From an optimization exercise on the open Yosys and OpenROAD flow, aimed at a short achievable clock period and few clock cycles; shortcuts taken in it are not production practice. The RTL was checked by simulation tests, not by an equivalence proof against the original design.

## job 5162
## uc1609_framer
module uc1609_framer (
    input  wire        clk,
    input  wire        rst,           
    input  wire        req_valid,
    input  wire [31:0] req_word,
    output wire        req_ready,
    output reg         sts_valid,
    output reg  [1:0]  sts_kind,      
    output reg  [3:0]  sts_code,      
    output wire [3:0]  fault_code,
    output wire [31:0] fault_req,
    output reg         fm_re,
    output reg  [16:0] fm_addr,
    input  wire [7:0]  fm_rdata,
    input  wire [16:0] fm_size,
    output reg         ev_valid,
    output reg  [2:0]  ev_type,
    output reg  [7:0]  ev_data,
    input  wire        ev_ready
);
    localparam [2:0] EV_TXN_BEGIN = 3'd0, EV_TXN_END = 3'd1,
                     EV_CS_ASSERT = 3'd2, EV_CS_DEASSERT = 3'd3,
                     EV_CD_COMMAND = 3'd4, EV_CD_DATA = 3'd5,
                     EV_BYTE = 3'd6, EV_RESET_PULSE = 3'd7;
    localparam [1:0] ST_DONE = 2'd0, ST_FAULT = 2'd1, ST_REJECTED = 2'd2;
    localparam [3:0] F_ILLEGAL_OP = 4'd1, F_RESERVED = 4'd2, F_VALUE_RANGE = 4'd3,
                     F_OVERLAP = 4'd4, F_ADDR_RANGE = 4'd5, F_NO_FONT = 4'd6,
                     F_FONT_OOB = 4'd7, F_GLYPH_WIDTH = 4'd8, F_CURSOR_OVF = 4'd9;
    localparam [7:0] OP_SENDCMD = 8'h01, OP_SETCUR = 8'h02, OP_CONTRAST = 8'h03,
                     OP_SCROLL = 8'h04, OP_ROTATE = 8'h05, OP_INVERT = 8'h06,
                     OP_ALLON = 8'h07, OP_DISPEN = 8'h08, OP_SYSRST = 8'h09,
                     OP_HWRST = 8'h0A, OP_INIT = 8'h0B, OP_PWRDN = 8'h0C,
                     OP_CLEAR = 8'h0D, OP_SETFONT = 8'h0E, OP_SETSCALE = 8'h0F,
                     OP_SETAA = 8'h10, OP_PUTC = 8'h11, OP_PUTCAT = 8'h12;
    localparam [7:0] VBIAS_DEFAULT = 8'h49;
    localparam [1:0] T_NONE = 2'd0, T_PF = 2'd1, T_SLOW = 2'd2, T_FONT = 2'd3;
    function [15:0] stretch;
        input [7:0] b;
        integer i;
        begin
            stretch = 16'd0;
  ...
Size in the first run: roughly 4500 cells after synthesis, roughly 140 I/O pins, ~0.048 mm^2 of cells after synthesis.
export LEC_CHECK = 0
export CAP_MARGIN = 20
export CORE_MARGIN = 2
export CORE_UTILIZATION = 65
export CTS_CLUSTER_DIAMETER = 200
export CTS_CLUSTER_SIZE = 20
export SLEW_MARGIN = 20
create_clock -name core_clock -period 12.0 [get_ports {clk}]
standard.sh (not shown) runs the stock make flow with config.mk's settings and CLKGATE_MAP_FILE= SYNTH_SCRIPT=/design/flow/synth_recipe.tcl, a recipe that flattens the netlist after the stock synthesis.
==> flow/flow/run.sh <==
#!/bin/bash
set -euo pipefail
export BUFFER_PORTS_ARGS="-buffer_cell sky130_fd_sc_hd__buf_4"
bash standard.sh > standard_flow.log 2>&1
Testbench counts of job 5162, summed over its fixed seeds: cycles 127,442.
## Diff of input files: job 3619 against job 5162
--- a/flow/design.v
+++ b/flow/design.v
@@ -653,47 +653,33 @@
             rdy_q  <= 1'b1;
             busy_q <= 1'b0;
         end else if (acc) begin
             rdy_q  <= 1'b0;
             busy_q <= 1'b1;
         end else if (d_take) begin
             rdy_q  <= 1'b1;
             busy_q <= 1'b0;
         end else begin
             rdy_q  <= !busy_q;
         end
         if (rst_q) begin
+            wv_q         <= 1'b0;
             col_q        <= 16'd0;
             row_q        <= 3'd0;
             scale2_q     <= 1'b0;
             aa_q         <= 1'b0;
             font_valid_q <= 1'b0;
             contrast_q   <= VBIAS_DEFAULT;
             orient_q     <= 8'h00;
             df_q         <= 4'd0;
-        end else if (d_commit) begin
-            if (s5_fs)
-                df_q <= s5_code;
-            if (s5_crwe) begin
-                col_q <= s4_col;
-                row_q <= s4_row;
-            end
-            if (s5_contrast) contrast_q   <= fa;
-            if (s5_rotate)   orient_q     <= fa;
-            if (s5_font)     font_valid_q <= 1'b1;
-            if (s5_scale)    scale2_q     <= s1_sc2;
-            if (s5_aa)       aa_q         <= fa[0];
-        end
-        if (rst) begin
-            wv_q         <= 1'b0;
             jv           <= 1'b0;
             d_idle <= 1'b1; d_s1 <= 1'b0; d_s2 <= 1'b0; d_s3 <= 1'b0;
             d_s4 <= 1'b0; d_s5 <= 1'b0; d_s6 <= 1'b0;
             fr_iss       <= 2'd3;
             fr_got       <= 2'd3;
             fr_done      <= 1'b0;
             es           <= 13'd1;
             p_last       <= 1'b0;
             pf_act       <= 1'b0;
             pf_bld       <= 1'b0;
             fm_re        <= 1'b0;
             tag0_q       <= T_NONE;
@@ -729,24 +715,37 @@
             d_s5 <= d_s4;
             if (d_s5) d_s6 <= 1'b1;
             if (d_commit) begin
                 d_s6   <= 1'b0;
                 d_idle <= 1'b1;
             end
             d_s1 <= d_take;
             if (d_take) d_idle <= 1'b0;
             if (d_commit)
                 jv <= 1'b1;
             else if (e_load)
                 jv <= 1'b0;
+            if (d_commit) begin
+                if (s5_fs)
+                    df_q <= s5_code;
+                if (s5_crwe) begin
+                    col_q <= s4_col;
+                    row_q <= s4_row;
+                end
+                if (s5_contrast) contrast_q   <= fa;
+                if (s5_rotate)   orient_q     <= fa;
+                if (s5_font)     font_valid_q <= 1'b1;
+                if (s5_scale)    scale2_q     <= s1_sc2;
+                if (s5_aa)       aa_q         <= fa[0];
+            end
             es <= es_n;
             if (e_load)
                 p_last <= !j_ev || (j_pulse && !j_txn);
             else
                 p_last <= es_n[X_TE] || es_n[X_STS] || (es_n[X_PULSE] && !e_txn);
             if (e_load && j_glyph)
                 pf_act <= 1'b1;
             else if (pf_act && pf_iss == 3'd4)
                 pf_act <= 1'b0;
             pf_bld <= (tag1_q == T_PF) && (pf_got == 3'd4);
             sts_valid <= o_bub || st_take;
             ev_valid  <= ev_take || (!o_empty && !ev_ready);
## What came out
- There was hardly any difference in met3 demand-to-capacity share in global routing between job 5162 and job 3619.
- Layout overhead on the synthesized area of job 5162 is on par with job 3619.
- Total length of routed wires of job 3619 is on par with job 5162.
- [job 3619 vs job 5162] number of distinct library cells after synthesis: higher in job 3619
- Job 3619: setup slack 52 ps above job 5162
- Looking at end of the critical path, the req_ready result is from job 5162; the fm_addr[2] one comes from job 3619.
Testbench counts of job 3619, summed over its fixed seeds: cycles 127,442.

## static timing again, ports no longer ideal
How much do the figures lean on ideal ports? The routed layouts below were timed once more, with nothing changed but the port constraints.
Step 1: set_driving_cell puts a clkbuf_16 on clk and a buf_2 on each other input, an assumption about the parent block.
Step 2, shift: input delay + t, output delay - t, t = (earliest + latest rising clock arrival at the registers) / 2. This alone moves slack from input paths to output paths.
Three values: no drivers, after step 1, after step 2; two values: the first two.
run	t (ns)	slack for setup (ns)	clock arrival spread, ns	worst slew at a driven data input, ns
job 5162	0.725	8.397 / 8.329 / 7.973	0.034 / 0.034	0.06
job 3619	0.732	8.449 / 8.381 / 8.293	0.038 / 0.038	0.07
After both steps every run listed still meets setup and hold. The setup slack of job 5162, which loses most, moves by -0.068 ns with the drivers and by -0.424 ns with both steps.
